Context: an optimization exercise on an open-source flow, tuned for small area. The choices shown serve that exercise and are no tape-out recipe. Function was checked by simulation only, so behaviour that the tests miss may differ from the original. Power is estimated from default activity; no workload was simulated.

Design msop_core, start of the top module:
module msop_core (
    input  wire        clk,
    input  wire        rst,
    output wire [7:0]  imem_addr,
    input  wire [63:0] imem_data,
    output wire        dmem_re,
    output wire        dmem_we,
    output wire [7:0]  dmem_addr,
    output wire [31:0] dmem_wdata,
    input  wire [31:0] dmem_rdata,
    output wire        halted,
    output wire        aborted,
    output wire [1:0]  abort_cause,
    input  wire [3:0]  dbg_sel,
    output wire [31:0] dbg_val
);
Size: about 1600 cells after synthesis, ~600 flip-flops, ~190 I/O pins, about 0.018 mm2 of cells after synthesis.
==> flow/config.mk <==
export PLATFORM = sky130hd
export DESIGN_NAME = msop_core
export DESIGN_NICKNAME = msop_core
export VERILOG_FILES = /design/flow/design.v
export SDC_FILE = /design/flow/constraint.sdc
export NUM_CORES = 4
export LEC_CHECK = 0
export CAP_MARGIN = 20
export CORE_MARGIN = 2
export CORE_UTILIZATION = 40
export PLACE_DENSITY = 0.6
export SLEW_MARGIN = 20
==> flow/constraint.sdc <==
create_clock -name core_clock -period 13.0 [get_ports {clk}]
set_input_delay 2.6000 -clock core_clock [delete_from_list [all_inputs] [get_ports {clk}]]
set_output_delay 2.6000 -clock core_clock [all_outputs]
set_load 0.01 [all_outputs]
standard.sh (not shown) runs the stock make flow with config.mk's settings and CLKGATE_MAP_FILE= SYNTH_SCRIPT=/design/flow/synth_recipe.tcl, a recipe that flattens the netlist after the stock synthesis.
==> flow/flow/run.sh <==
#!/bin/bash
# Own layout flow: the standard flow (standard.sh: ORFS with the standard flow's
# synthesis script, floorplan, power grid, placement and routing) with three
# changes, none of which touches the registers or the constraints:
#  - ABC maps the logic with an area-oriented script (flow/abc_map.script)
#    in place of ORFS's delay-oriented one; ORFS's scripts are copied here
#    and only abc_speed.script is replaced;
#  - each port gets the smallest buffer, buf_1, instead of the default one;
#  - the clock tree uses larger sink clusters and no dummy loads.
# The make output goes to flow.log here; ORFS keeps each step's log under orfs/logs.
set -euo pipefail
rm -rf scripts
cp -r "$FLOW_HOME/scripts" scripts
cp flow/abc_map.script scripts/abc_speed.script
export SCRIPTS_DIR="$PWD/scripts"
export BUFFER_PORTS_ARGS="-buffer_cell sky130_fd_sc_hd__buf_1"
export CTS_ARGS="-sink_clustering_enable -repair_clock_nets -dont_use_dummy_load -sink_clustering_size 28 -sink_clustering_max_diameter 100"
bash standard.sh finish > flow.log 2>&1
==> flow/flow/abc_map.script <==
strash
dc2
dch -f
amap -F 4 -A 10
topo
The first run passed the timing, DRC and antenna checks.
Rerun with:
--- a/flow/flow/run.sh
+++ b/flow/flow/run.sh
@@ -7,5 +7,5 @@
 #    and only abc_speed.script is replaced;
 #  - each port gets the smallest buffer, buf_1, instead of the default one;
-#  - the clock tree uses larger sink clusters and no dummy loads.
+#  - the clock tree uses clkbuf_8 buffers, 16 sinks each, and no dummy loads.
 # The make output goes to flow.log here; ORFS keeps each step's log under orfs/logs.
 set -euo pipefail
@@ -15,4 +15,4 @@
 export SCRIPTS_DIR="$PWD/scripts"
 export BUFFER_PORTS_ARGS="-buffer_cell sky130_fd_sc_hd__buf_1"
-export CTS_ARGS="-sink_clustering_enable -repair_clock_nets -dont_use_dummy_load -sink_clustering_size 28 -sink_clustering_max_diameter 100"
+export CTS_ARGS="-sink_clustering_enable -repair_clock_nets -dont_use_dummy_load -sink_clustering_size 16 -sink_clustering_max_diameter 100 -buf_list {sky130_fd_sc_hd__clkbuf_8}"
 bash standard.sh finish > flow.log 2>&1
==> flow/flow/abc_map.script (replaced) <==
strash
dc2
dch -f
amap -F 4 -A 10
strash
dch -f
amap -F 4 -A 10
topo
Power is lower slightly; count of clock-buffer cells in the layout is higher by 18; hold slack barely changes; die area falls slightly; combinational power is higher by a few percent.
Rerun with:
--- a/flow/flow/run.sh
+++ b/flow/flow/run.sh
@@ -7,5 +7,5 @@
 #    and only abc_speed.script is replaced;
 #  - each port gets the smallest buffer, buf_1, instead of the default one;
-#  - the clock tree uses clkbuf_8 buffers, 16 sinks each, and no dummy loads.
+#  - the clock tree uses larger sink clusters and no dummy loads.
 # The make output goes to flow.log here; ORFS keeps each step's log under orfs/logs.
 set -euo pipefail
==> flow/flow/abc_map.script (replaced) <==
strash
dc2
dch -f
amap -F 4 -A 10
topo
The changed run completed with no timing, DRC or antenna violations.
Clock-buffer cell count does not change.
Global-route usage drops by 0.31 points.
Worst setup slack loses 0.19 ns.
Non-clock buffer count falls by 3.
Cell area barely changes.

## separate check: timing with driven ports
The flow's constraints put no driver on any port. The routed layouts listed below were extracted and timed again, unchanged, in two steps. Step 1, drivers: a clkbuf_16 drives clk and a buf_2 each remaining input, both assumed. Step 2 times the ports against the registers' clock, not the clock port: input delays grow and output delays shrink by t, the midpoint of the rising clock arrivals with the driver on. Three values: ideal, step 1, step 2; two values: the first two.
run	t, ns	slack for setup (ns)	worst hold slack (ns)	latest minus earliest clock arrival (ns)
the first run	0.609	1.186 / 1.217 / 0.608	0.301 / 0.301 / 0.301	0.079 / 0.079
the second run	0.639	1.484 / 1.499 / 0.859	0.302 / 0.302 / 0.302	0.081 / 0.081
the third run	0.625	1.298 / 1.324 / 0.699	0.306 / 0.306 / 0.306	0.055 / 0.056
After both steps every run listed still meets setup and hold. For the second run, which loses most, drivers alone change the setup slack by +0.015 ns; drivers and shift together by -0.625 ns.
